This design comes from an exercise in tuning for small area, a short achievable clock period and few clock cycles on the open sky130 flow, not from production work. RTL that was checked went through simulation tests only; none was proved equivalent to the original. Function not checked in runs 5 and 6: the RTL went through the layout flow alone. Power figures rest on the tool's default switching activity, not on a simulated workload.

`flow/design.v`:
```
module hist_norm (
    input  wire        clk,
    input  wire        rst,           
    input  wire        start,         
    output reg         busy,
    output reg         done,          
    output wire [7:0]  err_code,      
    output wire [8:0]  err_info,      
    output wire [8:0]  alpha,         
    output wire [7:0]  imax_o,        
    output reg         fallback,      
    output reg         raw_rd,
    output wire [8:0]  raw_addr,
    input  wire [31:0] raw_rdata,
    output reg         f_rd,
    output wire [7:0]  f_raddr,
    input  wire [11:0] f_rdata,
    output wire        f_we,
    output wire [7:0]  f_waddr,
    output wire [11:0] f_wdata
);
    localparam [3:0] S_IDLE = 4'd0,
                     S_P1   = 4'd1,     
                     S_P1F  = 4'd2,     
                     S_P1E  = 4'd3,     
                     S_P2   = 4'd4,     
                     S_FX1  = 4'd5,     
                     S_FX2  = 4'd6,     
                     S_FX3  = 4'd7,     
                     S_FX4  = 4'd8,     
                     S_WR   = 4'd9,     
                     S_FBS  = 4'd10,    
                     S_FBE  = 4'd11,    
                     S_FBD  = 4'd12,    
                     S_FBW  = 4'd13,    
                     S_DONE = 4'd14;
    localparam SEGW = 5;                
    localparam NSEG = 8;                
    reg [3:0]  state, ns;
    reg [8:0]  a;             
    reg [8:0]  p;             
    reg        rv;            
    reg        pv;            
    reg [31:0] din;           
    reg        dnz;           
    reg [4:0]  dmsb;          
    reg        dv;            
    reg        sv;            
    reg [3:0]  shq;           
    reg [3:0]  j0q;           
    reg [39:0] total;         
    reg [NSEG-1:1] tcy;       
    reg [5:0]  mt;            
    reg        nz;            
    reg [8:0]  hi1;           
    reg [7:0]  imax;          
    reg [2:0]  ec;            
    reg [41:0] w;             
    reg [11:0] q;             
    reg [3:0]  j;             
    reg        bsy;           
    reg        nzc;           
    reg        more;          
    reg        rp;            
    reg        rb;            
    reg        we;
    reg [7:0]  waddr;
    reg [11:0] fval;
    reg [12:0] resid;         
    reg        fxok;          
    assign err_code = {5'd0, ec};
    assign err_info = {ec[1], imax & {8{ec[1]}}};
    assign alpha    = hi1;
    assign imax_o   = imax;
    assign raw_addr = a;
    assign f_raddr  = a[7:0];
    assign f_we     = we;
    assign f_waddr  = waddr;
    assign f_wdata  = fval;
    wire [5:0]  sdiff = mt - {1'b0, dmsb};
    wire [3:0]  sh    = (sdiff > 6'd11) ? 4'd11 : sdiff[3:0];
    wire [41:0] wload = {10'd0, din} << shq;
    wire        wneg  = w[41];
    wire [42:0] wop   = {1'b0, total, 2'b00} ^ {43{~wneg}};
    wire [42:0] wsum  = {w[40:0], 1'b0, 1'b1} + {wop[42:1], ~wneg};
    wire [41:0] wnext = wsum[42:1];
    wire        qbit  = !wnext[41];
    wire        last  = bsy && (j == 4'd0);
    wire        load  = (state == S_P2) && sv && (!bsy || last);
    wire        gt    = din > w[31:0];
    reg  [39:0] tsum;
    reg  [NSEG:1] tco;
    integer     s, b;
    reg         c;
    always @* begin
        for (s = 0; s < NSEG; s = s + 1) begin
            c = (s == 0) ? 1'b0 : tcy[s];
            for (b = s * SEGW; b < (s + 1) * SEGW; b = b + 1) begin
                tsum[b] = total[b] ^ (b < 32 ? din[b] : 1'b0) ^ c;
                c = (total[b] & (b < 32 ? din[b] : 1'b0)) |
                    (c & (total[b] ^ (b < 32 ? din[b] : 1'b0)));
            end
            tco[s + 1] = c;
        end
    end
    wire [8:0]  a_inc  = a + 9'd1;
    wire [8:0]  p_inc  = p + 9'd1;
    wire        more_n = raw_rd ? (a_inc < hi1) : more;
    wire        dv_n   = rv || (dv && !load);
    wire        bsy_n  = load || (bsy && !last);
    wire [3:0]  j_n    = load ? j0q : (j - 4'd1);
    wire        rd_p2  = (state == S_P2) && more_n && !raw_rd &&
                         (!dv_n || !bsy_n || (j_n[3:1] == 3'd0));
    reg  [5:0]  mtn;
    reg  [4:0]  rmsb;
    integer     k;
    always @* begin
        mtn = 6'd0;
        for (k = 0; k < 40; k = k + 1)
            if (total[k]) mtn = k[5:0];
        rmsb = 5'd0;
        for (k = 0; k < 32; k = k + 1)
            if (raw_rdata[k]) rmsb = k[4:0];
    end
    wire        rfix  = (state == S_FX3);
    wire [12:0] radd  = rfix ? {1'b0, din[11:0]} :
                        (state == S_FBD) ? 13'd0 : ~{1'b0, fval};
    wire [13:0] rsum  = {resid, 1'b1} + {radd, !rfix};
    wire [12:0] rnew  = rsum[13:1];
    wire [11:0] fadd  = (state == S_FBD) ? 12'hFFF : {11'd0, rb};
    wire [11:0] fnew  = fval + fadd;
    always @* begin
        ns = state;
        case (state)
        S_IDLE, S_DONE: ns = start ? S_P1 : S_IDLE;
        S_P1: begin
            if (pv && p == 9'd511 && (nz || dnz))
                ns = S_DONE;
            else if (pv && p == 9'd255)
                ns = S_P1F;
        end
        S_P1F: if (p == 9'd256 + NSEG - 2) ns = S_P1E;
        S_P1E: ns = nz ? S_P2 : S_DONE;
        S_P2:  if (!more && !rv && !dv && !bsy && !rp && !we) ns = S_FX1;
        S_FX1: ns = S_FX2;
        S_FX2: ns = S_FX3;
        S_FX3: ns = S_FX4;
        S_FX4: ns = fxok ? S_WR : S_FBS;
        S_WR:  ns = S_DONE;
        S_FBS: if (pv && p[7:0] == 8'd255) ns = S_FBE;
        S_FBE: ns = S_FBD;
        S_FBD: ns = S_FBW;
        S_FBW: ns = (resid == 13'd0) ? S_DONE : S_FBS;
        default: ns = S_IDLE;
        endcase
    end
    always @(posedge clk) begin
        if (rst) begin
            state  <= S_IDLE;
            busy   <= 1'b0;
            done   <= 1'b0;
            raw_rd <= 1'b0;
            f_rd   <= 1'b0;
            we     <= 1'b0;
            rv     <= 1'b0;
            pv     <= 1'b0;
            rp     <= 1'b0;
        end else begin
            state  <= ns;
            busy   <= (ns != S_IDLE) && (ns != S_DONE);
            done   <= (ns == S_DONE);
            raw_rd <= (ns == S_P1) || (ns == S_P1F) || ((state == S_P1E) && nz) || rd_p2;
            f_rd   <= (ns == S_FX1) || (ns == S_FBS);
            rv     <= raw_rd || f_rd;
            rp     <= (state == S_P2) && last;
            we     <= ((state == S_P1) && pv && !p[8] && !dnz && nz) ||
                      rp || ((state == S_FX4) && fxok) || (state == S_FBD);
            case (state)
            S_P1, S_P1F, S_FBS: pv <= rv;
            default:            pv <= 1'b0;
            endcase
        end
    end
    always @(posedge clk) begin
        if (rv) begin
            din  <= (state == S_P1 || state == S_P1F || state == S_P2) ? raw_rdata : {20'd0, f_rdata};
            dnz  <= |raw_rdata;
            dmsb <= rmsb;
        end
        shq <= sh;
        j0q <= dnz ? (4'd12 - sh) : 4'd1;
        j   <= j_n;
        q   <= load ? 12'd0 : {q[10:0], qbit};
        if (raw_rd || f_rd)
            a <= a_inc;
        case (state)
        S_IDLE, S_DONE: begin
            a     <= 9'd256;
            p     <= 9'd256;
            total <= 40'd0;
            tcy   <= {(NSEG-1){1'b0}};
            w     <= 42'd0;
            nz    <= 1'b0;
            fval  <= 12'd0;
            resid <= 13'd2048;
        end
        S_P1: begin
            if (!pv) begin
                ec <= 3'd0;
            end else begin
                p <= p_inc;
                if (p[8]) begin
                    if (dnz)
                        imax <= p[7:0];
                    if (p == 9'd511) begin
                        nz <= 1'b0;
                        if (nz || dnz)
                            ec <= 3'b110;
                    end else if (dnz) begin
                        nz <= 1'b1;
                    end
                end else begin
                    total <= tsum;
                    tcy   <= tco[NSEG-1:1];
                    if (dnz) begin
                        nz  <= 1'b1;
                        hi1 <= p_inc;
                    end
                    if (gt) begin
                        w    <= {10'd0, din};
                        imax <= p[7:0];
                    end
                    if (!dnz)
                        waddr <= p[7:0];
                end
            end
        end
        S_P1F: begin
            p     <= p_inc;
            total <= tsum;
            tcy   <= tco[NSEG-1:1];
        end
        S_P1E: begin
            mt   <= mtn;
            a    <= 9'd0;
            p    <= 9'h1FF;
            dv   <= 1'b0;
            sv   <= 1'b0;
            bsy  <= 1'b0;
            more <= 1'b1;
            if (!nz)
                ec <= 3'b101;
        end
        S_P2: begin
            more <= more_n;
            dv   <= dv_n;
            sv   <= dv_n && !rv;
            bsy  <= bsy_n;
            if (we)
                resid <= rnew;
            if (bsy)
                w <= wnext;
            if (last) begin
                fval  <= q;
                rb    <= qbit | (nzc && (q == 12'd0));
                waddr <= p[7:0];
            end
            if (rp)
                fval <= fnew;
            if (load) begin
                w   <= wload;
                nzc <= dnz;
                p   <= p_inc;
            end
            if (ns == S_FX1)
                a <= {1'b0, imax};
        end
        S_FX3: begin
            fval  <= rnew[11:0];
            waddr <= imax;
            fxok  <= !rnew[12] && (rnew != 13'd0);
        end
        S_FX4: begin
            fallback <= !fxok;
            a        <= 9'd0;
            p        <= 9'd0;
            w        <= 42'd0;
        end
        S_FBS: begin
            if (pv) begin
                p <= p_inc;
                if (gt) begin
                    w     <= {10'd0, din};
                    waddr <= p[7:0];
                end
            end
        end
        S_FBE: fval <= w[11:0];
        S_FBD: begin
            fval  <= fnew;
            resid <= rnew;
        end
        S_FBW: begin
            a <= 9'd0;
            p <= 9'd0;
            w <= 42'd0;
        end
        default: ;
        endcase
    end
endmodule
```
`flow/config.mk`:
```
export PLATFORM = sky130hd
export DESIGN_NAME = hist_norm
export DESIGN_NICKNAME = hist_norm
export VERILOG_FILES = /design/flow/design.v
export SDC_FILE = /design/flow/constraint.sdc
export NUM_CORES = 4
export LEC_CHECK = 0
export CAP_MARGIN = 20
export CORE_MARGIN = 2
export CORE_UTILIZATION = 40
export SLEW_MARGIN = 20
```
`flow/standard.sh`:
```
#!/bin/bash
# synth_recipe.tcl (not shown) runs the flow's synth.tcl, then flattens the netlist and writes it again
# the make line also repeats each setting of config.mk as NAME=value (left out here)
make -C /OpenROAD-flow-scripts/flow DESIGN_CONFIG=/design/flow/config.mk WORK_HOME=/design/flow/orfs CLKGATE_MAP_FILE= SYNTH_SCRIPT=/design/flow/synth_recipe.tcl "${@:-finish}"
```
`flow/constraint.sdc`:
```
create_clock -name core_clock -period 10.0 [get_ports {clk}]
set_input_delay 2.0000 -clock core_clock [delete_from_list [all_inputs] [get_ports {clk}]]
set_output_delay 2.0000 -clock core_clock [all_outputs]
set_load 0.01 [all_outputs]
```
`flow/flow/run.sh`:
```
#!/bin/bash
set -euo pipefail
export SETUP_SLACK_MARGIN=6.4
export BUFFER_PORTS_ARGS="-buffer_cell sky130_fd_sc_hd__buf_2"
bash standard.sh > flow_make.log 2>&1
```
==> results of run 1 <==
area by class of cell:
class	count	area [um^2]	share of cell area
antenna	2	5.00	0.000236
clock buffer	38	802	0.0378
clock inverter	18	115	0.00543
inverter	155	591	0.0278
multi-input combinational	1506	10800	0.510
sequential	249	7040	0.332
tap	600	751	0.0354
timing repair buffer	169	1080	0.0511
worst max path at each step:
stage / startpoint / end / slack, ns
2_1_floorplan: din[17]$_SDFFCE_PN0P_ / w[0]$_DFFE_PP_ / 6.46
3_3_place_gp: state[2]$_SDFF_PP0_ / fxok$_DFFE_PP_ / 5.59
3_5_place_dp: state[2]$_SDFF_PP0_ / fxok$_DFFE_PP_ / 5.51
4_1_cts: w[41]$_DFFE_PP_ / rb$_DFFE_PP_ / 6.40
5_1_grt: state[0]$_SDFF_PP0_ / fxok$_DFFE_PP_ / 6.34
6_report: w[41]$_DFFE_PP_ / w[33]$_DFFE_PP_ / 6.50
layer usage:
| layer | vias up | wire length (um) |
|---|---|---|
| li1 | 7375 | - |
| met1 | 7441 | 25600 |
| met2 | 580 | 24700 |
| met3 | 92 | 3590 |
| met4 | 0 | 1270 |
| met5 | - | 0 |
power by group:
| group | switching (mW) | internal [mW] | total, mW |
|---|---|---|---|
| Combinational | 0.701 | 0.496 | 1.20 |
| Sequential | 0.139 | 1.26 | 1.40 |
| Clock | 0.447 | 0.589 | 1.04 |
| Total | 1.29 | 2.34 | 3.63 |
metrics by stage:
| step | hold WS (ns) | instance area, um^2 |
|---|---|---|
| 2_1_floorplan | 0.429 | 18600 |
| 3_3_place_gp | 0.458 | 19700 |
| 3_5_place_dp | 0.456 | 19700 |
| 4_1_cts | 0.469 | 20800 |
| 5_1_grt | 0.514 | 21200 |
| 6_report | 0.470 | 21200 |
logic make-up after synthesis:
kind of cell / count (synthesis) / share of synthesized area
AOI/OAI and AO/OA: 493 / 0.172
xor gates and xnor gates: 122 / 0.0577
adders and majority gates: 170 / 0.129
buffers and inverters: 243 / 0.0525
DFF: 249 / 0.379
muxes: 68 / 0.0430
other: 1 / 0.000202
and+or+nand+nor: 647 / 0.167
placed cells by master (no fill, tap or decap), types with 23 or more instances in the layout:
cell / instances
inv_1: 150
edfxtp_1: 204
nor3_1: 33
mux2i_1: 47
clkbuf_16: 33
a21oi_1: 124
buf_4: 40
nor2_1: 174
xor2_1: 48
fa_1: 33
a211oi_1: 28
xnor2_1: 70
dfxtp_1: 40
o21ai_0: 96
and2_1: 57
a21o_1: 23
ha_1: 133
o21ai_1: 36
nand2_1: 200
nor2b_1: 37
buf_2: 118
nand2b_1: 25
nand3_1: 26
timing repair:
| action | 4_1_cts | 5_1_grt |
|---|---|---|
| buffers inserted | 8 | 17 |
| pin swaps | 2 | 22 |
| resized for setup | 18 | 44 |
| setup endpoints to repair | 82 | 41 |
| gates cloned | 1 | 2 |
registers in the layout (all words and copies together), names as in the netlist, 3 cells and up:
name	count
a	9
total	40
waddr	8
mt	6
dmsb	5
hi1	9
resid	13
state	4
shq	4
p	9
din	32
imax	8
j	4
q	12
tcy	7
ec	3
w	42
fval	12
j0q	4
worst max-delay path, delay by kind of cell, from the launching register on:
kind | cells | cell delay, ns
adder cells (fa/ha/maj) | 1 | 0.37
XOR/XNOR | 1 | 0.18
buffers and inverters | 2 | 0.38
AND/OR/NAND/NOR | 2 | 0.52
AO/OA/AOI/OAI | 7 | 1.31
flip-flops | 1 | 0.41
==> impl_results.rst, run 1 <==
.. list-table::
   :header-rows: 1

   * - Metric
     - Value
   * - CTS Root Buffer Type
     - clkbuf_16
   * - # fillers
     - 4358
   * - Clock transition at the registers of the reported paths
     - around 0.060 ns
   * - Via count of the first global-routing pass
     - roughly 15000
   * - Routability Congestion
     - a little over 0.9
   * - Hold-fix buffers at CTS
     - 0
   * - Endpoint of the most critical register-to-register path
     - w[33]$_DFFE_PP_
   * - Placed cell count
     - 2650
   * - Critical Path, Cell by Cell
     - buf_12, xnor2_1, ha_1, a21oi_1, nand2_1, a211oi_4, buf_4, a21oi_4, o21ai_2, o31ai_4, nor3_4, o21ai_0, a211o_1
   * - Number of non-filler instances in the completed layout
     - 2737
   * - Post-place setup slack
     - 5.51 ns
   * - Area Overhead vs Synth
     - 14.4%
   * - Remaining number of nets flagged by the antenna check after routing
     - 0
   * - Met2 Use GR
     - 0.366
   * - Die Span X
     - 219 um
   * - Worst-case setup margin in the final layout
     - 6.50 ns
   * - Total global routing track utilization
     - 0.228
   * - Top area cells in the synthesized netlist
     - edfxtp_1, ha_1, dfxtp_1
   * - Count of flip-flops with a built-in enable after synthesis
     - 204
   * - Run status
     - finished clean
   * - Largest net degree at the start of global routing
     - 48
   * - Wire length of the first global-routing pass
     - 85600 um
   * - Kind of end point of the critical path
     - flop
   * - Cell area after synthesis
     - around 19000 um^2
   * - Most area-hungry cell type in the Yosys netlist
     - edfxtp_1
   * - Dominant synthesized flop cell
     - edfxtp_1
   * - CTS tree
     - yes
   * - Total number of clock tree sinks
     - 249
   * - Fraction of layout cells with a size suffix above 1
     - 0.141
   * - Global routing met3 resource utilization
     - 0.0272
   * - Data arrival at the endpoint of the critical path
     - between 3 and 4 ns
   * - Sum of routed wire length over all layers
     - around 55000 um
   * - Final standard cell utilization of the core
     - 0.465
   * - Placed wire-length estimate
     - 40800 um
   * - Reg2Reg Depth
     - 13
   * - Startpoint kind of the worst setup timing path
     - flop
   * - Detailed-route wire length per cell
     - slightly above 20 um
   * - 1st-iter DRT viols
     - 1482
   * - Maximum clock path buffer count
     - 3
   * - Transition time at the pin with the least slew margin
     - 1.06 ns
   * - Number of cells produced by synthesis
     - 1993
   * - Overall overflow remaining after global route
     - 0
   * - Total number of nets in the final design
     - 2328
   * - Area of the die
     - 48100 um^2
   * - Overall power of the completed layout
     - 3.63 mW
   * - Slowest cell delay on critical path
     - ~0.4 ns
   * - Pwr dens
     - 171 nW/um^2
   * - Slew Limit Headroom
     - 0.290
   * - Warning count from the yosys run
     - 1
   * - Netlist cell types
     - 85
   * - FFs w/ async S/R, synth
     - 0
   * - Achievable clock frequency
     - 286 MHz
   * - Hold-critical path endpoint
     - j[0]$_DFF_P_
   * - Die Span Y
     - 219 um
   * - Final setup fails
     - 0
   * - Part of the cycle the worst path needs
     - 0.350
   * - Seq cells post-synth
     - between 200 and 250
   * - Routing usage on met1
     - 0.330
   * - Total Neg Setup Slack
     - 0 ns
   * - Final Skew
     - 0.00924 ns
   * - Largest voltage drop on the vdd net
     - 0.000141 V
   * - Vias/cell
     - around 5.7
   * - Number of clock buffers inserted by TritonCTS
     - 30
   * - Number of max-slew violations in the final report
     - 0
   * - Final-report hold violation count
     - 0
   * - Starting density of the core
     - 0.407
   * - Std cell rows
     - 78
   * - Initial antenna violation count
     - 2
   * - Vias after detailed routing
     - 15500
   * - Hold WC Path Type
     - reg -> reg
   * - Fraction of the yosys area taken by sequential cells
     - 0.379
   * - Area share of the largest cell type after synthesis
     - 0.331
   * - Unrepaired setup endpoints after global routing
     - yes
   * - Max Cap Violations
     - 0
   * - Input/output buffers
     - 118
   * - Startpoint of the worst hold path
     - j0q[0]$_SDFF_PN1_
   * - Post-route DRC violation count
     - 0
   * - Required time at the endpoint of the critical path
     - 10.33 ns
   * - Later-pin clock latency in the skew report
     - 0.57 ns
   * - Register-to-register path setup slack
     - 6.50 ns
   * - Most used routing layer
     - met2
   * - Avg Cell Area, Syn
     - 9.30 um^2
   * - Number of levels in the clock H-tree
     - 1
   * - Classification of the worst setup path
     - reg -> reg
   * - Startpoint of the lowest-slack register-to-register path
     - w[41]$_DFFE_PP_
   * - Maximum fanout along the worst path
     - 43
   * - Floorplan Core Area
     - around 46000 um^2
   * - Count of TritonRoute iterations in the first routing pass
     - 6
   * - Cell with the most instances after synthesis
     - edfxtp_1
   * - Leakage power summed over all cells
     - 9.00 nW
   * - Worst hold stages
     - 2
   * - Final worst path period need
     - 3.50 ns
   * - List of most frequent post-synthesis cells
     - edfxtp_1, nand2_1, nor2_1
   * - Crit path max-delay cell type
     - edfxtp_1
   * - # IOs
     - approximately 120
Testbench counts, summed over its fixed seeds: cycles 100,952.
==> run 2, diff against run 1 <==
--- a/flow/config.mk
+++ b/flow/config.mk
@@ -8,4 +8,6 @@
 export CAP_MARGIN = 20
 export CORE_MARGIN = 2
 export CORE_UTILIZATION = 40
+export CTS_CLUSTER_DIAMETER = 80
+export CTS_CLUSTER_SIZE = 30
 export SLEW_MARGIN = 20
==> impl_results.rst, run 2 <==
.. list-table::
   :header-rows: 1

   * - Metric
     - Value
   * - Dominant synthesized flop cell
     - edfxtp_1
   * - Multiplexer area fraction after synthesis
     - 0.0430 (unchanged)
   * - Critical Path, Cell by Cell
     - buf_12, nor2_4, nand3_4, buf_6, ha_4, nand2_2, o21ai_2, ha_4, nor2b_4, o21ai_2, nand2b_1, a31oi_2, a211o_1, buf_6, xor2_2, nand2_1, nor4b_2, a31oi_1
   * - Critical path depth
     - 18 (+5)
   * - Overall overflow remaining after global route
     - 0 (unchanged)
   * - Post-route DRC violation count
     - 0 (unchanged)
   * - FFs w/ async S/R, synth
     - 0 (unchanged)
   * - Register ranked first by flip-flop count
     - w
   * - Final-report hold violation count
     - 0 (unchanged)
   * - Slew Limit Headroom
     - 0.294 (+0.00459)
   * - Number of levels in the clock H-tree
     - 1 (unchanged)
   * - Maximum clock path buffer count
     - 3 (unchanged)
   * - Area Overhead vs Synth
     - 14.0%
   * - Endpoint of the most critical register-to-register path
     - fxok$_DFFE_PP_
   * - Detailed-route wire length per cell
     - 20.1 um (-0.42%)
   * - Final setup fails
     - 0 (unchanged)
   * - Area share of the largest cell type after synthesis
     - 0.331 (unchanged)
   * - Netlist cell types
     - 85 (unchanged)
   * - Count of TritonRoute iterations in the first routing pass
     - 6 (unchanged)
   * - Main combinational cell family by area after synthesis
     - compound AO/OA/AOI/OAI gates
   * - Avg Cell Area, Syn
     - 9.30 um^2 (unchanged)
   * - Slowest cell delay on critical path
     - 0.38 ns (-0.03 ns)
   * - Global routing met3 resource utilization
     - 0.0238 (-0.00333)
   * - Warning count from the yosys run
     - 1 (unchanged)
   * - Number of clock buffers inserted by TritonCTS
     - 19 (-37%)
   * - Leakage power summed over all cells
     - 8.96 nW (-0.38%)
   * - Initial antenna violation count
     - 2 (unchanged)
   * - Routing usage on met1
     - 0.329 (-0.000440)
   * - Die Span X
     - 219 um (unchanged)
   * - # IOs
     - 124 (unchanged)
   * - List of most frequent post-synthesis cells
     - edfxtp_1, nand2_1, nor2_1
   * - Part of the cycle the worst path needs
     - 0.350 (+0.000471)
   * - Startpoint kind of the worst setup timing path
     - flop
   * - Pwr dens
     - 165 nW/um^2 (-3.9%)
   * - Compound-Gate Fraction of Synth Area
     - 0.172 (unchanged)
   * - Crit path max-delay cell type
     - a211o_1
   * - Kind of end point of the critical path
     - flop
   * - Gate family responsible for the most delay along the worst path
     - simple AND/OR/NAND/NOR gates
   * - Hold-fix buffers at CTS
     - 0 (unchanged)
   * - Vias after detailed routing
     - 15400 (-0.62%)
   * - Final Skew
     - 0.0297 ns (+0.0204 ns)
   * - Largest regs
     - w (42), total (40), din (32)
   * - Met2 Use GR
     - 0.363 (-0.00306)
   * - Data arrival at the endpoint of the critical path
     - 3.79 ns (-0.04 ns)
   * - Hold WC Path Type
     - reg -> reg
   * - Area of the die
     - 48100 um^2 (unchanged)
   * - Bufs and invs on worst path
     - 3 (+1)
   * - Register-to-register path setup slack
     - 6.50 ns (about the same)
   * - Total global routing track utilization
     - 0.226 (-0.00200)
   * - Cell area after synthesis
     - 18500 um^2 (unchanged)
   * - Total number of nets in the final design
     - 2331 (+0.13%)
   * - Transition time at the pin with the least slew margin
     - 1.06 ns (-0.00687 ns)
   * - Largest net degree at the start of global routing
     - 48 (unchanged)
   * - Most area-hungry cell type in the Yosys netlist
     - edfxtp_1
   * - Achievable clock frequency
     - 285 MHz (-0.13%)
   * - Sum of routed wire length over all layers
     - 54700 um (-0.75%)
   * - Later-pin clock latency in the skew report
     - 0.55 ns (-0.02 ns)
   * - Flip-flop count of the largest register, all copies and words added
     - 42 (unchanged)
   * - Simple-gate portion of the synthesized area
     - 0.167 (unchanged)
   * - Fraction of the yosys area taken by sequential cells
     - 0.379 (unchanged)
   * - Number of max-slew violations in the final report
     - 0 (unchanged)
   * - Required time at the endpoint of the critical path
     - 10.29 ns (-0.04 ns)
   * - Number of cells produced by synthesis
     - 1993 (unchanged)
   * - Seq cells post-synth
     - 249 (unchanged)
   * - Clock transition at the registers of the reported paths
     - 0.09 ns (+0.03 ns)
   * - Adder-Cell Fraction of Synth Area
     - 0.129 (unchanged)
   * - Classification of the worst setup path
     - reg -> reg
   * - CTS Root Buffer Type
     - clkbuf_16
   * - Overall power of the completed layout
     - 3.47 mW (-4.3%)
   * - Count of flip-flops with a built-in enable after synthesis
     - 204 (unchanged)
   * - Placed wire-length estimate
     - 40800 um (unchanged)
   * - Wire length of the first global-routing pass
     - 84800 um (-0.90%)
   * - Final worst path period need
     - 3.50 ns (+0.00471 ns)
   * - Run status
     - finished clean
   * - Cell with the most instances after synthesis
     - edfxtp_1
   * - CP Launch Point
     - state[0]$_SDFF_PP0_
   * - Remaining number of nets flagged by the antenna check after routing
     - 0 (unchanged)
   * - Die Span Y
     - 219 um (unchanged)
   * - 1st-iter DRT viols
     - 1393 (-6.0%)
   * - Max Cap Violations
     - 0 (unchanged)
   * - Vias/cell
     - 5.64 (-0.29%)
   * - Total Neg Setup Slack
     - 0 ns (unchanged)
   * - Std cell rows
     - 78 (unchanged)
   * - Routability Congestion
     - 0.931 (unchanged)
   * - Reg2Reg Depth
     - 18 (+5)
   * - Most common cell after layout, fill and taps aside
     - edfxtp_1
   * - Unrepaired setup endpoints after global routing
     - yes
   * - Largest voltage drop on the vdd net
     - 0.000112 V (-20%)
   * - Floorplan Core Area
     - 45600 um^2 (unchanged)
   * - Most used routing layer
     - met2
   * - Via count of the first global-routing pass
     - 14900 (-1.2%)
   * - Capturing element of the worst setup path
     - fxok$_DFFE_PP_
   * - Starting density of the core
     - 0.407 (unchanged)
   * - Maximum fanout along the worst path
     - 10 (-77%)
   * - Most used cells in the layout excluding fill and tap cells
     - edfxtp_1, nand2_1, nor2_1
   * - Input/output buffers
     - 118 (unchanged)
   * - Xor/xnor cell area share of the yosys netlist
     - 0.0577 (unchanged)
   * - Startpoint of the lowest-slack register-to-register path
     - state[0]$_SDFF_PP0_
   * - Top area cells in the synthesized netlist
     - edfxtp_1, ha_1, dfxtp_1
   * - Fraction of layout cells with a size suffix above 1
     - 0.146 (+0.00476)
   * - CTS tree
     - yes
   * - Total number of clock tree sinks
     - 249 (unchanged)
==> run 2: cell counts after synthesis <==
Identical to the previous run, type by type.
==> run 2: per-stage QoR <==
step,hold WS (ns),setup WS [ns],cell area [um^2],cells,util
3_3_place_gp,0.458,5.59,19700,2649,0.433
3_5_place_dp,0.456,5.51,19700,2650,0.433
2_1_floorplan,0.429,6.46,18600,1997,-
4_1_cts,0.474,6.40,20600,2692,0.452
5_1_grt,0.509,6.37,21100,2727,0.463
6_report,0.475,6.50,21100,2728,0.463
==> run 2: what timing repair did <==
item / 4_1_cts / 5_1_grt
setup endpoints to repair: 83 / 24
buffers inserted: 7 / 32
cloned: 1 / 2
pin swaps: 2 / 23
resized for setup: 20 / 45
==> run 2: power breakdown <==
part | internal [mW] | leakage (nW) | switching (mW)
logic | 0.501 | 6.18 | 0.702
registers | 1.25 | 2.44 | 0.139
clock network | 0.399 | 0.341 | 0.479
==> run 2: layout make-up <==
| class | count | area (um^2) |
|---|---|---|
| fillers | 4370 | 24500 |
| inverters | 155 | 591 |
| clock inverters | 15 | 236 |
| diodes | 1 | 2.50 |
| clock buffers | 19 | 475 |
| well taps | 600 | 751 |
| flip-flops and latches | 249 | 7040 |
| repair buffers | 183 | 1190 |
| multi-input cells | 1506 | 10800 |
==> run 2: cells by family after synthesis <==
group | count (synthesis)
buf+inv | 243
xor+xnor | 122
flops | 249
compound gates | 493
fa+ha+maj | 170
other cells | 1
mux | 68
simple gates | 647
==> run 2: metal layers <==
layer / routed length [um] / vias to the layer above
met5: 0 / -
met4: 1170 / 0
met3: 3220 / 76
met2: 24600 / 555
met1: 25700 / 7392
li1: - / 7369
==> run 2: worst min-delay path, delay by kind of cell, from the launching register on <==
family,cells,cell delay [ns]
compound gates,1,0.08
flops,1,0.31
simple gates,1,0.04
==> run 2: worst min-delay path by stage <==
stage	from	to	slack, ns	cells past startpoint
after floorplan	j[0]$_DFF_P_	j[0]$_DFF_P_	0.43	1
after global placement	j0q[0]$_SDFF_PN1_	j[0]$_DFF_P_	0.46	2
after detailed placement	j0q[2]$_SDFF_PN0_	j[2]$_DFF_P_	0.46	2
after CTS	j0q[2]$_SDFF_PN0_	j[2]$_DFF_P_	0.47	2
after global routing	j[0]$_DFF_P_	j[0]$_DFF_P_	0.51	1
final	j0q[2]$_SDFF_PN0_	j[2]$_DFF_P_	0.48	2
==> run 3, diff against run 2 <==
==> flow/config.mk (replaced) <==
export PLATFORM = sky130hd
export DESIGN_NAME = hist_norm
export DESIGN_NICKNAME = hist_norm
export VERILOG_FILES = /design/flow/design.v
export SDC_FILE = /design/flow/constraint.sdc
export NUM_CORES = 4
export LEC_CHECK = 0
export CAP_MARGIN = 0
export CORE_MARGIN = 2
export CORE_UTILIZATION = 40
export SLEW_MARGIN = 0
==> impl_results.rst, run 3 <==
.. list-table::
   :header-rows: 1

   * - Metric
     - Value
   * - Input/output buffers
     - 118 (unchanged)
   * - Number of clock buffers inserted by TritonCTS
     - 29 (+10)
   * - Hold WC Path Type
     - reg -> reg
   * - Switching fraction of total power
     - 0.349 (-0.0315)
   * - Netlist cell types
     - 85 (unchanged)
   * - Starting density of the core
     - 0.407 (unchanged)
   * - Std cell rows
     - 78 (unchanged)
   * - Vias after detailed routing
     - 15500 (+0.41%)
   * - Area Overhead vs Synth
     - 14.0% (about the same)
   * - Number of levels in the clock H-tree
     - 1 (unchanged)
   * - Routability Congestion
     - 0.931 (unchanged)
   * - Total number of nets in the final design
     - 2321 (-0.43%)
   * - Remaining number of nets flagged by the antenna check after routing
     - 0 (unchanged)
   * - Power Internal
     - 2.39 mW (+11%)
   * - Leakage power summed over all cells
     - 8.95 nW (-0.14%)
   * - Die Span Y
     - 219 um (unchanged)
   * - Final-report hold violation count
     - 0 (unchanged)
   * - Vias/cell
     - 5.67 (+0.52%)
   * - Hold-fix buffers at CTS
     - 0 (unchanged)
   * - Largest net degree at the start of global routing
     - 48 (unchanged)
   * - Fraction of the yosys area taken by sequential cells
     - 0.379 (unchanged)
   * - Largest voltage drop on the vdd net
     - 0.000127 V (+13%)
   * - Slew Limit Headroom
     - 0.164 (-0.130)
   * - Register ranked first by flip-flop count
     - w
   * - Wire length of the first global-routing pass
     - 84900 um (+0.12%)
   * - Area of the die
     - 48100 um^2 (unchanged)
   * - Kind of end point of the critical path
     - flop
   * - Fraction of layout cells with a size suffix above 1
     - 0.137 (-0.00927)
   * - Avg Cell Area, Syn
     - 9.30 um^2 (unchanged)
   * - Cell with the most instances after synthesis
     - edfxtp_1
   * - Maximum fanout along the worst path
     - 22 (+12)
   * - Die Span X
     - 219 um (unchanged)
   * - Via count of the first global-routing pass
     - 15000 (+0.87%)
   * - Number of max-slew violations in the final report
     - 0 (unchanged)
   * - Count of flip-flops with a built-in enable after synthesis
     - 204 (unchanged)
   * - Maximum clock path buffer count
     - 3 (unchanged)
   * - Initial antenna violation count
     - 2 (unchanged)
   * - Achievable clock frequency
     - 282 MHz (-1.2%)
   * - Count of TritonRoute iterations in the first routing pass
     - 6 (unchanged)
   * - Top area cells in the synthesized netlist
     - edfxtp_1, ha_1, dfxtp_1
   * - List of most frequent post-synthesis cells
     - edfxtp_1, nand2_1, nor2_1
   * - Placed cell count
     - 2649 (-0.038%)
   * - Largest regs
     - w (42), total (40), din (32)
   * - Most common cell after layout, fill and taps aside
     - edfxtp_1
   * - Dominant synthesized flop cell
     - edfxtp_1
   * - Data arrival at the endpoint of the critical path
     - 3.86 ns (+0.07 ns)
   * - Post-route DRC violation count
     - 0 (unchanged)
   * - Clock transition at the registers of the reported paths
     - 0.06 ns (-0.03 ns)
   * - # IOs
     - 124 (unchanged)
   * - Later-pin clock latency in the skew report
     - 0.58 ns (+0.03 ns)
   * - Total Neg Setup Slack
     - 0 ns (unchanged)
   * - Final setup fails
     - 0 (unchanged)
   * - Final worst path period need
     - 3.55 ns (+0.0417 ns)
   * - Area taken by flip-flops and latches
     - 7040 um^2 (-0.11%)
   * - Portion of total power attributed to combinational logic
     - 0.328 (-0.018)
   * - Sequential share of power
     - 0.381 (-0.020)
   * - Overall overflow remaining after global route
     - 0 (unchanged)
   * - Cell area after synthesis
     - 18500 um^2 (unchanged)
   * - Placed wire-length estimate
     - 40700 um (-0.30%)
   * - Seq cells post-synth
     - 249 (unchanged)
   * - Sum of routed wire length over all layers
     - 55100 um (+0.78%)
   * - Pwr dens
     - 173 nW/um^2 (+5.3%)
   * - Most used cells in the layout excluding fill and tap cells
     - edfxtp_1, nand2_1, nor2_1
   * - Transition time at the pin with the least slew margin
     - 1.25 ns (+0.193 ns)
   * - Share of total power in the clock network
     - 0.292 (+0.039)
   * - Run status
     - finished clean
   * - Classification of the worst setup path
     - reg -> reg
   * - Detailed-route wire length per cell
     - 20.2 um (+0.89%)
   * - FFs w/ async S/R, synth
     - 0 (unchanged)
   * - Switching power of the nets
     - 1.28 mW (-3.3%)
   * - Max Cap Violations
     - 0 (unchanged)
   * - Unrepaired setup endpoints after global routing
     - yes
   * - Area share of the largest cell type after synthesis
     - 0.331 (unchanged)
   * - Warning count from the yosys run
     - 1 (unchanged)
   * - Part of the cycle the worst path needs
     - 0.355 (+0.00417)
   * - Most area-hungry cell type in the Yosys netlist
     - edfxtp_1
   * - Diodes inserted
     - 0 (-1)
   * - Number of non-filler instances in the completed layout
     - 2725 (-0.11%)
   * - # fillers
     - 4347 (-0.53%)
   * - Number of cells produced by synthesis
     - 1993 (unchanged)
   * - Floorplan Core Area
     - 45600 um^2 (unchanged)
   * - CTS Root Buffer Type
     - clkbuf_16
   * - Required time at the endpoint of the critical path
     - 10.31 ns (+0.02 ns)
   * - Flip-flop count of the largest register, all copies and words added
     - 42 (unchanged)
   * - Total global routing track utilization
     - 0.227 (+0.000465)
   * - Total number of clock tree sinks
     - 249 (unchanged)
   * - 1st-iter DRT viols
     - 1329 (-4.6%)
   * - Startpoint kind of the worst setup timing path
     - flop
   * - CTS tree
     - yes
   * - Final Skew
     - 0.0306 ns (+0.000933 ns)
   * - Area occupied by multi-input gates
     - 10800 um^2 (-0.25%)
==> run 3: cell counts after synthesis <==
No cell type changed its count.
==> run 3: power by group through the flow <==
| stage | logic [mW] | clock network, mW | registers [mW] |
|---|---|---|---|
| finish | 1.20 | 1.07 | 1.39 |
| global route | 1.33 | 1.13 | 1.41 |
| CTS | 1.14 | 1.09 | 1.39 |
| detailed placement | 1.12 | 0 | 1.41 |
| global placement | 1.10 | 0 | 1.41 |
| floorplan | 0.860 | 0 | 1.36 |
==> run 3: stage by stage <==
step                total power [mW]  hold slack, ns  cell area, um^2   util  setup slack, ns
floorplan                       2.22           0.429            18600      -             6.46
global placement                2.51           0.458            19700  0.433             5.59
detailed placement              2.53           0.459            19700  0.433             5.52
CTS                             3.62           0.471            20800  0.456             6.40
global route                    3.87           0.503            21100  0.464             6.37
finish                          3.66           0.470            21100  0.464             6.45
==> run 3: final cells by class <==
type,instances,share of cell area
Clock buffer,37,0.0358
Sequential cell,249,0.333
Clock inverter,15,0.00829
Timing Repair Buffer,163,0.0485
Inverter,155,0.0279
Tap cell,600,0.0355
Multi-Input combinational cell,1506,0.511
==> run 3: final timing paths <==
| path | start | endpoint | slack, ns | depth (start not counted) |
|---|---|---|---|---|
| max | w[41]$_DFFE_PP_ | w[33]$_DFFE_PP_ | 6.45 | 12 |
| min | j0q[0]$_SDFF_PN1_ | j[0]$_DFF_P_ | 0.47 | 2 |
| max reg2reg | w[41]$_DFFE_PP_ | w[33]$_DFFE_PP_ | 6.45 | 12 |
| min reg2reg | j0q[0]$_SDFF_PN1_ | j[0]$_DFF_P_ | 0.47 | 2 |
==> run 3: cells by family (layout without fill, tap and decap cells) <==
family	after synthesis	after routing	share of synthesized area
multiplexers	68	68	0.0430
XOR/XNOR	122	122	0.0577
adder cells (fa/ha/maj)	170	170	0.129
other	1	5	0.000202
AND/OR/NAND/NOR	647	648	0.167
flip-flops	249	249	0.379
AO/OA/AOI/OAI	493	493	0.172
buffers and inverters	243	370	0.0525
==> run 3: routing by layer <==
metal / global-route usage / vias to the layer above / routed length (um)
met5: 0 / - / 0
met4: 0.0633 / 0 / 1660
met3: 0.0323 / 93 / 3970
met2: 0.355 / 596 / 24300
met1: 0.326 / 7409 / 25200
li1: - / 7357 / -
==> run 3: repair_timing <==
item	CTS	global route
endpoints found under the hold margin	0	0
pin swaps	3	19
endpoints found under the setup margin	83	25
cloned	1	3
gates resized for setup	17	34
setup buffers	8	12
==> run 3: worst max-delay path: stages, from the launching register on <==
cell	delay, ns
edfxtp_1	0.42
clkbuf_16	0.25
xnor2_1	0.21
ha_1	0.30
and3_1	0.24
and3_4	0.19
a211oi_4	0.39
a21oi_4	0.16
o21ai_4	0.21
o31ai_4	0.12
nor3_4	0.35
o21ai_0	0.15
a211o_1	0.26
==> run 4, diff against run 3 <==
==> flow/flow/run.sh (replaced) <==
#!/bin/bash
set -euo pipefail
export SETUP_SLACK_MARGIN=6.5
export BUFFER_PORTS_ARGS="-buffer_cell sky130_fd_sc_hd__buf_2"
bash standard.sh > flow_make.log 2>&1
--- a/flow/config.mk
+++ b/flow/config.mk
@@ -5,7 +5,7 @@
 export SDC_FILE = /design/flow/constraint.sdc
 export NUM_CORES = 4
 export LEC_CHECK = 0
-export CAP_MARGIN = 0
+export CAP_MARGIN = 20
 export CORE_MARGIN = 2
 export CORE_UTILIZATION = 40
-export SLEW_MARGIN = 0
+export SLEW_MARGIN = 20
==> impl_results.rst, run 4 <==
.. list-table::
   :header-rows: 1

   * - Metric
     - Value
   * - Run status
     - finished clean
   * - Overall overflow remaining after global route
     - 0 (unchanged)
   * - Register ranked first by flip-flop count
     - w
   * - # fillers
     - 4340 (-0.16%)
   * - Count of flip-flops with a built-in enable after synthesis
     - 204 (unchanged)
   * - Fraction of the yosys area taken by sequential cells
     - 0.379 (unchanged)
   * - # IOs
     - 124 (unchanged)
   * - Vias after detailed routing
     - 15500 (+0.41%)
   * - Number of clock buffers inserted by TritonCTS
     - 29 (unchanged)
   * - Flip-flop count of the largest register, all copies and words added
     - 42 (unchanged)
   * - Routability Congestion
     - 0.902 (-3.2%)
   * - Largest regs
     - w (42), total (40), din (32)
   * - Area share of the largest cell type after synthesis
     - 0.331 (unchanged)
   * - Top area cells in the synthesized netlist
     - edfxtp_1, ha_1, dfxtp_1
   * - Later-pin clock latency in the skew report
     - 0.58 ns (about the same)
   * - Total global routing track utilization
     - 0.225 (-0.00168)
   * - Cell type with the highest occurrence count on the critical path
     - buf_4
   * - Largest net degree at the start of global routing
     - 48 (unchanged)
   * - Sum of routed wire length over all layers
     - 55600 um (+0.86%)
   * - Sequential share of power
     - 0.372 (-0.009)
   * - Area occupied by multi-input gates
     - 10900 um^2 (+1.3%)
   * - Endpoint of the most critical register-to-register path
     - w[29]$_DFFE_PP_
   * - List of most frequent post-synthesis cells
     - edfxtp_1, nand2_1, nor2_1
   * - Unrepaired setup endpoints after global routing
     - yes
   * - Post-route DRC violation count
     - 0 (unchanged)
   * - Final worst path period need
     - 3.44 ns (-0.108 ns)
   * - Critical Path, Cell by Cell
     - buf_4, buf_6, xnor2_1, ha_1, and3_4, a211oi_4, a21oi_4, o21ai_4, o31ai_4, nor3_4, buf_4, xor2_1, o21ai_1
   * - Final Skew
     - 0.0317 ns (+0.00112 ns)
   * - Hold WC Path Type
     - reg -> reg
   * - Starting density of the core
     - 0.407 (unchanged)
   * - 1st-iter DRT viols
     - 1329 (unchanged)
   * - Startpoint kind of the worst setup timing path
     - flop
   * - Switching fraction of total power
     - 0.352 (+0.00314)
   * - Share of total power in the clock network
     - 0.299 (+0.007)
   * - Max Cap Violations
     - 0 (unchanged)
   * - Maximum clock path buffer count
     - 3 (unchanged)
   * - Die Span Y
     - 219 um (unchanged)
   * - Part of the cycle the worst path needs
     - 0.344 (-0.0108)
   * - Slew Limit Headroom
     - 0.268 (+0.104)
   * - Most common cell after layout, fill and taps aside
     - edfxtp_1
   * - Power Internal
     - 2.43 mW (+2.0%)
   * - Detailed-route wire length per cell
     - 20.3 um (+0.49%)
   * - FFs w/ async S/R, synth
     - 0 (unchanged)
   * - Most used cells in the layout excluding fill and tap cells
     - edfxtp_1, nand2_1, nor2_1
   * - Kind of end point of the critical path
     - flop
   * - Startpoint of the lowest-slack register-to-register path
     - w[41]$_DFFE_PP_
   * - Remaining number of nets flagged by the antenna check after routing
     - 0 (unchanged)
   * - Leakage power summed over all cells
     - 9.06 nW (+1.3%)
   * - Slowest cell delay on critical path
     - 0.43 ns (about the same)
   * - Number of max-slew violations in the final report
     - 0 (unchanged)
   * - Number of cells produced by synthesis
     - 1993 (unchanged)
   * - Dominant synthesized flop cell
     - edfxtp_1
   * - Data arrival at the endpoint of the critical path
     - 3.74 ns (-0.12 ns)
   * - Required time at the endpoint of the critical path
     - 10.30 ns (about the same)
   * - Avg Cell Area, Syn
     - 9.30 um^2 (unchanged)
   * - CTS tree
     - yes
   * - Achievable clock frequency
     - 291 MHz (+3.1%)
   * - Final setup fails
     - 0 (unchanged)
   * - Wire length of the first global-routing pass
     - 83600 um (-1.5%)
   * - Reg2Reg Depth
     - 13 (+1)
   * - CTS Root Buffer Type
     - clkbuf_16
   * - Seq cells post-synth
     - 249 (unchanged)
   * - Portion of total power attributed to combinational logic
     - 0.329 (about the same)
   * - Area taken by flip-flops and latches
     - 7040 um^2 (+0.12%)
   * - Area Overhead vs Synth
     - 15.5%
   * - Largest voltage drop on the vdd net
     - 0.000134 V (+5.7%)
   * - Capturing element of the worst setup path
     - w[29]$_DFFE_PP_
   * - Count of TritonRoute iterations in the first routing pass
     - 5 (-1)
   * - Classification of the worst setup path
     - reg -> reg
   * - Placed wire-length estimate
     - 40700 um (about the same)
   * - CP Launch Point
     - w[41]$_DFFE_PP_
   * - Maximum fanout along the worst path
     - 11 (-50%)
   * - Via count of the first global-routing pass
     - 14800 (-1.1%)
   * - Vias/cell
     - 5.67 (about the same)
   * - Die Span X
     - 219 um (unchanged)
   * - Area of the die
     - 48100 um^2 (unchanged)
   * - Netlist cell types
     - 85 (unchanged)
   * - Pwr dens
     - 175 nW/um^2 (+1.2%)
   * - Register-to-register path setup slack
     - 6.56 ns (+0.11 ns)
   * - Std cell rows
     - 78 (unchanged)
   * - Diodes inserted
     - 0 (unchanged)
   * - Input/output buffers
     - 118 (unchanged)
   * - Total Neg Setup Slack
     - 0 ns (unchanged)
   * - Transition time at the pin with the least slew margin
     - 1.10 ns (-0.151 ns)
   * - Total number of nets in the final design
     - 2331 (+0.43%)
   * - Cell with the most instances after synthesis
     - edfxtp_1
   * - Final-report hold violation count
     - 0 (unchanged)
   * - Floorplan Core Area
     - 45600 um^2 (unchanged)
   * - Total number of clock tree sinks
     - 249 (unchanged)
   * - Number of levels in the clock H-tree
     - 1 (unchanged)
   * - Switching power of the nets
     - 1.32 mW (+3.5%)
   * - Crit path max-delay cell type
     - edfxtp_1
   * - Cell area after synthesis
     - 18500 um^2 (unchanged)
   * - Fraction of layout cells with a size suffix above 1
     - 0.156 (+0.0195)
   * - Initial antenna violation count
     - 0 (-2)
   * - Most area-hungry cell type in the Yosys netlist
     - edfxtp_1
   * - Warning count from the yosys run
     - 1 (unchanged)
   * - Overall power of the completed layout
     - 3.76 mW (+2.5%)
   * - Clock transition at the registers of the reported paths
     - 0.07 ns (about the same)
[run 4: cell types whose count changed in the layout (fill, tap and decap cells not counted), sizes merged]
cell and delta:
buf +9, clkbuf -7, clkinv +5, bufinv +1, clkinvlp +1, inv +1
[run 4: worst max-delay path, delay by kind of cell, from the launching register on]
kind	cells	cell delay, ns
AO/OA/AOI/OAI	5	0.92
XOR/XNOR	2	0.40
adder cells (fa/ha/maj)	1	0.34
buffers and inverters	3	0.53
flip-flops	1	0.43
AND/OR/NAND/NOR	2	0.55
[run 4: per-layer routing]
layer | wire [um] | track usage
met1 | 25400 | 0.319
met4 | 1390 | 0.0529
met5 | 0 | 0
met3 | 4180 | 0.0356
met2 | 24700 | 0.360
[run 4: layout make-up]
| class | instances | area share |
|---|---|---|
| clock buffers | 29 | 0.0339 |
| flip-flops and latches | 249 | 0.329 |
| multi-input cells | 1506 | 0.511 |
| well taps | 600 | 0.0351 |
| repair buffers | 173 | 0.0517 |
| inverters | 155 | 0.0275 |
| clock inverters | 23 | 0.0120 |
[run 4: logic make-up (layout without fill, tap and decap cells)]
group,count (synthesis),count (layout),share of synthesized area
adder cells (fa/ha/maj),170,170,0.129
multiplexers,68,68,0.0430
AND/OR/NAND/NOR,647,648,0.167
XOR/XNOR,122,122,0.0577
buffers and inverters,243,380,0.0525
flip-flops,249,249,0.379
AO/OA/AOI/OAI,493,493,0.172
other,1,5,0.000202
[run 4: timing repair]
item	CTS	global route
hold buffers	0	0
gates resized for setup	26	54
buffers inserted	9	23
setup endpoints to repair	96	22
hold endpoints to repair	0	0
pin swaps	5	28
gates cloned	1	4
[run 4: metrics by stage]
| stage | worst slack [ns] | instances | hold WS (ns) | instance area [um^2] | utilization |
|---|---|---|---|---|---|
| 2_1_floorplan | 6.50 | 1997 | 0.429 | 18600 | - |
| 3_3_place_gp | 5.24 | 2646 | 0.448 | 19700 | 0.432 |
| 3_5_place_dp | 5.22 | 2646 | 0.453 | 19700 | 0.433 |
| 4_1_cts | 6.49 | 2708 | 0.463 | 20900 | 0.459 |
| 5_1_grt | 6.48 | 2735 | 0.495 | 21400 | 0.470 |
| 6_report | 6.56 | 2735 | 0.464 | 21400 | 0.470 |
[run 4: worst min path at each step]
stage / from / endpoint / slack [ns] / cells past startpoint
after global routing: j[0]$_DFF_P_ / j[0]$_DFF_P_ / 0.50 / 1
after detailed placement: j[0]$_DFF_P_ / j[0]$_DFF_P_ / 0.45 / 1
after floorplan: j[0]$_DFF_P_ / j[0]$_DFF_P_ / 0.43 / 1
final: j0q[2]$_SDFF_PN0_ / j[2]$_DFF_P_ / 0.46 / 2
after CTS: j[0]$_DFF_P_ / j[0]$_DFF_P_ / 0.46 / 1
after global placement: j[0]$_DFF_P_ / j[0]$_DFF_P_ / 0.45 / 1
[run 4: power groups by stage]
stage	Combinational, mW	Clock (mW)	Sequential (mW)
after floorplan	0.861	0	1.36
after global placement	1.10	0	1.41
after detailed placement	1.12	0	1.42
after CTS	1.15	1.14	1.39
after global routing	1.36	1.18	1.41
final	1.23	1.12	1.40
==> run 5, diff against run 4 <==
--- a/flow/design.v
+++ b/flow/design.v
@@ -38,12 +38,10 @@
     localparam NSEG = 8;                
     reg [3:0]  state, ns;
     reg [8:0]  a;             
-    reg [8:0]  p;             
     reg        rv;            
     reg        pv;            
     reg [31:0] din;           
     reg        dnz;           
-    reg [4:0]  dmsb;          
     reg        dv;            
     reg        sv;            
     reg [3:0]  shq;           
@@ -104,7 +102,8 @@
         end
     end
     wire [8:0]  a_inc  = a + 9'd1;
-    wire [8:0]  p_inc  = p + 9'd1;
+    wire [8:0]  p_inc  = a - 9'd1;          
+    wire [8:0]  p      = a - 9'd2;
     wire        more_n = raw_rd ? (a_inc < hi1) : more;
     wire        dv_n   = rv || (dv && !load);
     wire        bsy_n  = load || (bsy && !last);
@@ -112,15 +111,15 @@
     wire        rd_p2  = (state == S_P2) && more_n && !raw_rd &&
                          (!dv_n || !bsy_n || (j_n[3:1] == 3'd0));
     reg  [5:0]  mtn;
-    reg  [4:0]  rmsb;
+    reg  [4:0]  dmsb;
     integer     k;
     always @* begin
         mtn = 6'd0;
         for (k = 0; k < 40; k = k + 1)
             if (total[k]) mtn = k[5:0];
-        rmsb = 5'd0;
+        dmsb = 5'd0;
         for (k = 0; k < 32; k = k + 1)
-            if (raw_rdata[k]) rmsb = k[4:0];
+            if (din[k]) dmsb = k[4:0];
     end
     wire        rfix  = (state == S_FX3);
     wire [12:0] radd  = rfix ? {1'b0, din[11:0]} :
@@ -139,7 +138,7 @@
             else if (pv && p == 9'd255)
                 ns = S_P1F;
         end
-        S_P1F: if (p == 9'd256 + NSEG - 2) ns = S_P1E;
+        S_P1F: if (a == 9'd256 + NSEG) ns = S_P1E;
         S_P1E: ns = nz ? S_P2 : S_DONE;
         S_P2:  if (!more && !rv && !dv && !bsy && !rp && !we) ns = S_FX1;
         S_FX1: ns = S_FX2;
@@ -185,7 +184,6 @@
         if (rv) begin
             din  <= (state == S_P1 || state == S_P1F || state == S_P2) ? raw_rdata : {20'd0, f_rdata};
             dnz  <= |raw_rdata;
-            dmsb <= rmsb;
         end
         shq <= sh;
         j0q <= dnz ? (4'd12 - sh) : 4'd1;
@@ -196,7 +194,6 @@
         case (state)
         S_IDLE, S_DONE: begin
             a     <= 9'd256;
-            p     <= 9'd256;
             total <= 40'd0;
             tcy   <= {(NSEG-1){1'b0}};
             w     <= 42'd0;
@@ -208,7 +205,6 @@
             if (!pv) begin
                 ec <= 3'd0;
             end else begin
-                p <= p_inc;
                 if (p[8]) begin
                     if (dnz)
                         imax <= p[7:0];
@@ -236,18 +232,17 @@
             end
         end
         S_P1F: begin
-            p     <= p_inc;
             total <= tsum;
             tcy   <= tco[NSEG-1:1];
         end
         S_P1E: begin
             mt   <= mtn;
             a    <= 9'd0;
-            p    <= 9'h1FF;
             dv   <= 1'b0;
             sv   <= 1'b0;
             bsy  <= 1'b0;
             more <= 1'b1;
+            waddr <= 8'hFF;
             if (!nz)
                 ec <= 3'b101;
         end
@@ -263,14 +258,13 @@
             if (last) begin
                 fval  <= q;
                 rb    <= qbit | (nzc && (q == 12'd0));
-                waddr <= p[7:0];
+                waddr <= waddr + 8'd1;
             end
             if (rp)
                 fval <= fnew;
             if (load) begin
                 w   <= wload;
                 nzc <= dnz;
-                p   <= p_inc;
             end
             if (ns == S_FX1)
                 a <= {1'b0, imax};
@@ -283,12 +277,10 @@
         S_FX4: begin
             fallback <= !fxok;
             a        <= 9'd0;
-            p        <= 9'd0;
             w        <= 42'd0;
         end
         S_FBS: begin
             if (pv) begin
-                p <= p_inc;
                 if (gt) begin
                     w     <= {10'd0, din};
                     waddr <= p[7:0];
@@ -302,7 +294,6 @@
         end
         S_FBW: begin
             a <= 9'd0;
-            p <= 9'd0;
             w <= 42'd0;
         end
         default: ;
==> flow/flow/run.sh (replaced) <==
#!/bin/bash
set -euo pipefail
export SETUP_SLACK_MARGIN=6.6
export BUFFER_PORTS_ARGS="-buffer_cell sky130_fd_sc_hd__buf_2"
bash standard.sh > flow_make.log 2>&1
==> impl_results.rst, run 5 <==
.. list-table::
   :header-rows: 1

   * - Metric
     - Value
   * - Run status
     - finished clean
   * - Number of levels in the clock H-tree
     - 1 (unchanged)
   * - Most used cells in the layout excluding fill and tap cells
     - edfxtp_1, nor2_1, nand2_1
   * - Die Span X
     - 219 um (-0.24%)
   * - Netlist cell types
     - 77 (-9.4%)
   * - List of most frequent post-synthesis cells
     - edfxtp_1, nor2_1, nand2_1
   * - Startpoint of the worst hold path
     - j[0]$_DFF_P_
   * - Count of TritonRoute iterations in the first routing pass
     - 5 (unchanged)
   * - Total number of nets in the final design
     - 2375 (+1.9%)
   * - Largest regs
     - w (42), total (40), din (32)
   * - Kind of end point of the critical path
     - flop
   * - Clock transition at the registers of the reported paths
     - 0.06 ns (about the same)
   * - Top area cells in the synthesized netlist
     - edfxtp_1, ha_1, dfxtp_1
   * - Warning count from the yosys run
     - 1 (unchanged)
   * - Count of flip-flops with a built-in enable after synthesis
     - 190 (-6.9%)
   * - Remaining number of nets flagged by the antenna check after routing
     - 0 (unchanged)
   * - Classification of the worst setup path
     - reg -> reg
   * - Register ranked first by flip-flop count
     - w
   * - Fraction of the yosys area taken by sequential cells
     - 0.358 (-0.0209)
   * - Total global routing track utilization
     - 0.248 (+0.0227)
   * - Final-report hold violation count
     - 0 (unchanged)
   * - Pwr dens
     - 181 nW/um^2 (+2.9%)
   * - Startpoint of the lowest-slack register-to-register path
     - din[4]$_DFFE_PP_
   * - Final standard cell utilization of the core
     - 0.490 (+0.0200)
   * - Fraction of layout cells with a size suffix above 1
     - 0.216 (+0.0595)
   * - Cell with the most instances after synthesis
     - edfxtp_1
   * - Register-to-register path setup slack
     - 6.08 ns (-0.48 ns)
   * - # IOs
     - 124 (unchanged)
   * - Most common cell after layout, fill and taps aside
     - edfxtp_1
   * - Maximum clock path buffer count
     - 3 (unchanged)
   * - Vias after detailed routing
     - 16300 (+5.0%)
   * - Starting density of the core
     - 0.405 (-0.00114)
   * - Hold WC Path Type
     - reg -> reg
   * - Number of max-slew violations in the final report
     - 0 (unchanged)
   * - Number of clock buffers inserted by TritonCTS
     - 29 (unchanged)
   * - 1st-iter DRT viols
     - 1801 (+36%)
   * - Vias/cell
     - 5.87 (+3.4%)
   * - Transition time at the pin with the least slew margin
     - 1.07 ns (-0.0287 ns)
   * - Detailed-route wire length per cell
     - 22.0 um (+8.0%)
   * - Area of the die
     - 47800 um^2 (-0.49%)
   * - Required time at the endpoint of the critical path
     - 10.48 ns (+0.18 ns)
   * - Via count of the first global-routing pass
     - 15300 (+3.0%)
   * - Placed cell count
     - 2634 (-0.45%)
   * - Post-route DRC violation count
     - 0 (unchanged)
   * - Unrepaired setup endpoints after global routing
     - yes
   * - Diodes inserted
     - 0 (unchanged)
   * - Overall overflow remaining after global route
     - 0 (unchanged)
   * - Total number of clock tree sinks
     - 235 (-5.6%)
   * - Number of non-filler instances in the completed layout
     - 2777 (+1.5%)
   * - Data arrival at the endpoint of the critical path
     - 4.40 ns (+0.66 ns)
   * - Std cell rows
     - 78 (unchanged)
   * - Maximum fanout along the worst path
     - 4 (-7)
   * - Floorplan Core Area
     - 45500 um^2 (-0.21%)
   * - Cell area after synthesis
     - 18400 um^2 (-0.49%)
   * - Part of the cycle the worst path needs
     - 0.392 (+0.0482)
   * - Initial antenna violation count
     - 0 (unchanged)
   * - Final worst path period need
     - 3.92 ns (+0.482 ns)
   * - Final Skew
     - 0.0181 ns (-0.0136 ns)
   * - CTS tree
     - yes
   * - CTS Root Buffer Type
     - clkbuf_16
   * - Achievable clock frequency
     - 255 MHz (-12%)
   * - Sum of routed wire length over all layers
     - 61000 um (+9.6%)
   * - Routability Congestion
     - 0.941 (+4.3%)
   * - Placed wire-length estimate
     - 43200 um (+6.1%)
   * - Most area-hungry cell type in the Yosys netlist
     - edfxtp_1
   * - Leakage power summed over all cells
     - 9.15 nW (+0.96%)
   * - Input/output buffers
     - 118 (unchanged)
   * - Max Cap Violations
     - 0 (unchanged)
   * - Later-pin clock latency in the skew report
     - 0.59 ns (about the same)
   * - Worst hold stages
     - 1 (-1)
   * - Startpoint kind of the worst setup timing path
     - flop
   * - Total Neg Setup Slack
     - 0 ns (unchanged)
   * - Dominant synthesized flop cell
     - edfxtp_1
   * - Slew Limit Headroom
     - 0.286 (+0.0181)
   * - Number of cells produced by synthesis
     - 1995 (+0.10%)
   * - Hold-critical path endpoint
     - j[0]$_DFF_P_
   * - Final setup fails
     - 0 (unchanged)
   * - Largest voltage drop on the vdd net
     - 0.000164 V (+22%)
   * - Avg Cell Area, Syn
     - 9.24 um^2 (-0.59%)
   * - Area share of the largest cell type after synthesis
     - 0.309 (-0.0212)
   * - Die Span Y
     - 219 um (-0.24%)
   * - Largest net degree at the start of global routing
     - 51 (+6.3%)
   * - FFs w/ async S/R, synth
     - 0 (unchanged)
   * - Seq cells post-synth
     - 235 (-5.6%)
   * - Endpoint of the most critical register-to-register path
     - j0q[1]$_SDFF_PN0_
   * - Wire length of the first global-routing pass
     - 91700 um (+9.7%)
   * - Flip-flop count of the largest register, all copies and words added
     - 42 (unchanged)
   * - Reg2Reg Depth
     - 19 (+6)
   * - Area Overhead vs Synth
     - 20.8%
==> run 5: changes by cell type after synthesis, moves of 13 or more <==
cell | before | now
a21o_1 | 23 | 39
and2_1 | 57 | 30
clkbuf_1 | 53 | 73
edfxtp_1 | 204 | 190
mux2i_1 | 47 | 27
nand2_1 | 201 | 172
nand2b_1 | 25 | 9
nor2b_1 | 38 | 70
o21ai_0 | 101 | 114
o21ai_1 | 34 | 2
xnor2_1 | 72 | 98
==> run 5: layout make-up <==
cell class / instances / area, um^2
inverters: 146 / 566
fillers: 4363 / 23200
clock buffers: 32 / 737
multi-input cells: 1515 / 11600
repair inverters: 2 / 12.5
flip-flops and latches: 235 / 6640
well taps: 600 / 751
repair buffers: 226 / 1690
clock inverters: 21 / 243
==> run 5: layer usage <==
metal | GRT usage | share of wire | vias up
met4 | 0.0874 | 0.035 | 0
met5 | 0 | 0 | -
met1 | 0.348 | 0.44 | 7942
met2 | 0.390 | 0.46 | 713
li1 | - | - | 7503
met3 | 0.0345 | 0.070 | 130
==> run 5: report_power, final <==
| part | total [mW] | leakage (nW) | internal (mW) | switching, mW |
|---|---|---|---|---|
| combinational | 1.57 | 6.39 | 0.693 | 0.877 |
| clock | 1.11 | 0.478 | 0.659 | 0.447 |
| sequential | 1.34 | 2.29 | 1.19 | 0.151 |
==> run 5: repair_timing <==
item	CTS	global route
endpoints found under the setup margin	157	113
hold buffers	0	0
pin swaps	16	63
resized for setup	75	137
setup buffers	44	39
cloned	4	2
==> run 5: critical path, cell delays in order, from the launching register on <==
cell	delay (ns)
edfxtp_1	0.44
inv_4	0.08
o211ai_1	0.10
a211oi_2	0.23
nor3_2	0.06
o311ai_2	0.33
a211oi_1	0.13
o31ai_1	0.29
a311oi_1	0.16
o31a_1	0.30
ha_1	0.29
nor2b_4	0.13
o21ai_2	0.14
a21boi_2	0.08
o21a_1	0.19
or3_4	0.34
nand3_4	0.11
nor2_4	0.06
ha_4	0.22
and2_1	0.14
==> run 5: through the flow <==
step	area, um^2	hold slack [ns]	power, mW	setup WS (ns)
CTS	21300	0.470	3.85	5.98
global route	22300	0.484	4.24	5.88
finish	22300	0.472	4.02	6.08
detailed placement	19600	0.455	2.65	5.46
floorplan	18600	0.429	2.29	6.49
global placement	19600	0.448	2.64	5.48
==> run 5: kinds of logic (layout without fill, tap and decap cells) <==
logic type | Yosys count | in the layout | share of synthesized area
adders and majority gates | 173 | 173 | 0.131
xor gates and xnor gates | 144 | 144 | 0.0684
muxes | 60 | 60 | 0.0446
and+or+nand+nor | 620 | 620 | 0.161
buffers and inverters | 249 | 427 | 0.0547
DFF | 235 | 235 | 0.358
AOI/OAI and AO/OA | 513 | 513 | 0.181
other | 1 | 5 | 0.000203
==> run 5: worst max-delay path by stage <==
stage	end	slack [ns]	from
floorplan	j0q[1]$_SDFF_PN0_	6.49	din[5]$_DFFE_PP_
global placement	rb$_DFFE_PP_	5.48	w[41]$_DFFE_PP_
detailed placement	rb$_DFFE_PP_	5.46	w[41]$_DFFE_PP_
CTS	j0q[1]$_SDFF_PN0_	5.98	din[4]$_DFFE_PP_
global route	j0q[2]$_SDFF_PN0_	5.88	din[4]$_DFFE_PP_
finish	j0q[1]$_SDFF_PN0_	6.08	din[4]$_DFFE_PP_
==> run 6, diff against run 5 <==
==> flow/flow/run.sh (replaced) <==
#!/bin/bash
set -euo pipefail
export SETUP_SLACK_MARGIN=6.4
export BUFFER_PORTS_ARGS="-buffer_cell sky130_fd_sc_hd__buf_2"
bash standard.sh > flow_make.log 2>&1
==> impl_results.rst, run 6 <==
.. list-table::
   :header-rows: 1

   * - Metric
     - Value
   * - Input/output buffers
     - 118 (unchanged)
   * - Placed cell count
     - 2632 (-0.076%)
   * - Routing usage on met1
     - 0.344 (-0.00341)
   * - Sum of routed wire length over all layers
     - 61300 um (+0.48%)
   * - Detailed-route wire length per cell
     - 22.3 um (+1.5%)
   * - Run status
     - finished clean
   * - Sequential share of power
     - 0.339 (+0.005)
   * - List of most frequent post-synthesis cells
     - edfxtp_1, nor2_1, nand2_1
   * - Worst hold stages
     - 1 (unchanged)
   * - Placed wire-length estimate
     - 44100 um (+2.2%)
   * - Final-report hold violation count
     - 0 (unchanged)
   * - Startpoint of the worst hold path
     - j[0]$_DFF_P_
   * - Gate family responsible for the most delay along the worst path
     - compound AO/OA/AOI/OAI gates
   * - Final worst path period need
     - 4.01 ns (+0.0892 ns)
   * - Startpoint kind of the worst setup timing path
     - flop
   * - Most area-hungry cell type in the Yosys netlist
     - edfxtp_1
   * - Final setup fails
     - 0 (unchanged)
   * - Power Internal
     - 2.53 mW (-0.65%)
   * - Seq cells post-synth
     - 235 (unchanged)
   * - Critical Path, Cell by Cell
     - inv_2, o211ai_1, a211oi_2, nor3_2, o311ai_2, a211oi_2, o31ai_2, a311oi_1, o31a_1, ha_1, nor2b_4, o21ai_4, a21boi_2, o21a_1, or3_4, nand3_4, nor2_4, ha_4, xnor2_1, nor2_1
   * - Die Span X
     - 219 um (unchanged)
   * - Overall overflow remaining after global route
     - 0 (unchanged)
   * - Part of the cycle the worst path needs
     - 0.401 (+0.00892)
   * - Total global routing track utilization
     - 0.249 (+0.000995)
   * - Vias after detailed routing
     - 16200 (-0.43%)
   * - Fraction of layout cells with a size suffix above 1
     - 0.189 (-0.0266)
   * - Warning count from the yosys run
     - 1 (unchanged)
   * - Vias/cell
     - 5.90 (+0.55%)
   * - Reg2Reg Depth
     - 20 (+1)
   * - Hold WC Path Type
     - reg -> reg
   * - Dominant synthesized flop cell
     - edfxtp_1
   * - Number of cells produced by synthesis
     - 1995 (unchanged)
   * - Area of the die
     - 47800 um^2 (unchanged)
   * - Most used cells in the layout excluding fill and tap cells
     - edfxtp_1, nor2_1, nand2_1
## run 6: cell counts after synthesis
Identical to the previous run, type by type.
## run 6: layer usage
metal | up-vias | wire length (um) | share of wire
li1 | 7460 | - | -
met1 | 7900 | 26600 | 0.43
met2 | 722 | 27900 | 0.46
met3 | 134 | 4190 | 0.068
met4 | 2 | 2530 | 0.041
met5 | - | 13 | 0.00021
## run 6: power by group through the flow
stage	Sequential (mW)	Combinational [mW]	Clock [mW]
final	1.35	1.54	1.10
after global placement	1.37	1.29	0
after global routing	1.37	1.67	1.16
after floorplan	1.30	0.988	0
after detailed placement	1.37	1.30	0
after CTS	1.34	1.36	1.12
## run 6: worst max path at each step
stage | to | slack, ns | startpoint
5_1_grt | j0q[3]$_SDFF_PN0_ | 5.83 | din[4]$_DFFE_PP_
2_1_floorplan | w[41]$_DFFE_PP_ | 6.40 | w[41]$_DFFE_PP_
3_5_place_dp | fval[11]$_DFFE_PP_ | 5.51 | state[3]$_SDFF_PP0_
3_3_place_gp | fxok$_DFFE_PP_ | 5.62 | state[3]$_SDFF_PP0_
4_1_cts | j0q[2]$_SDFF_PN0_ | 6.01 | din[4]$_DFFE_PP_
6_report | j0q[2]$_SDFF_PN0_ | 5.99 | din[4]$_DFFE_PP_
## run 6: area by class of cell
cell class / instances / area, um^2
multi-input cells: 1515 / 11500
fillers: 4305 / 23700
well taps: 600 / 751
clock buffers: 39 / 836
clock inverters: 16 / 156
flip-flops and latches: 235 / 6630
repair buffers: 199 / 1380
inverters: 146 / 551
## run 6: timing repair
item,in CTS,in global routing
buffers inserted,22,35
cloned,2,3
pin swaps,20,49
setup endpoints to repair,90,71
gates resized for setup,57,93
## run 6: through the flow
| stage | hold WS, ns | power, mW | setup WS [ns] | utilization |
|---|---|---|---|---|
| after floorplan | 0.429 | 2.29 | 6.40 | - |
| after global placement | 0.446 | 2.65 | 5.62 | 0.430 |
| after detailed placement | 0.458 | 2.66 | 5.51 | 0.430 |
| after CTS | 0.471 | 3.83 | 6.01 | 0.462 |
| after global routing | 0.514 | 4.19 | 5.83 | 0.480 |
| final | 0.467 | 3.99 | 5.99 | 0.480 |
## run 6: cells by family (layout without fill, tap and decap cells)
| group | after synthesis | after routing | synth area share |
|---|---|---|---|
| AO/OA/AOI/OAI | 513 | 513 | 0.181 |
| XOR/XNOR | 144 | 144 | 0.0684 |
| adder cells (fa/ha/maj) | 173 | 173 | 0.131 |
| buffers and inverters | 249 | 400 | 0.0547 |
| flip-flops | 235 | 235 | 0.358 |
| multiplexers | 60 | 60 | 0.0446 |
| other | 1 | 5 | 0.000203 |
| AND/OR/NAND/NOR | 620 | 620 | 0.161 |

Setup slack of run 6, layout unchanged: 5.990 ns with ideal ports, 5.990 ns with driving cells assumed (clock clkbuf_16, inputs buf_2), 5.990 ns with port delays also shifted by the 0.629 ns mid clock arrival.
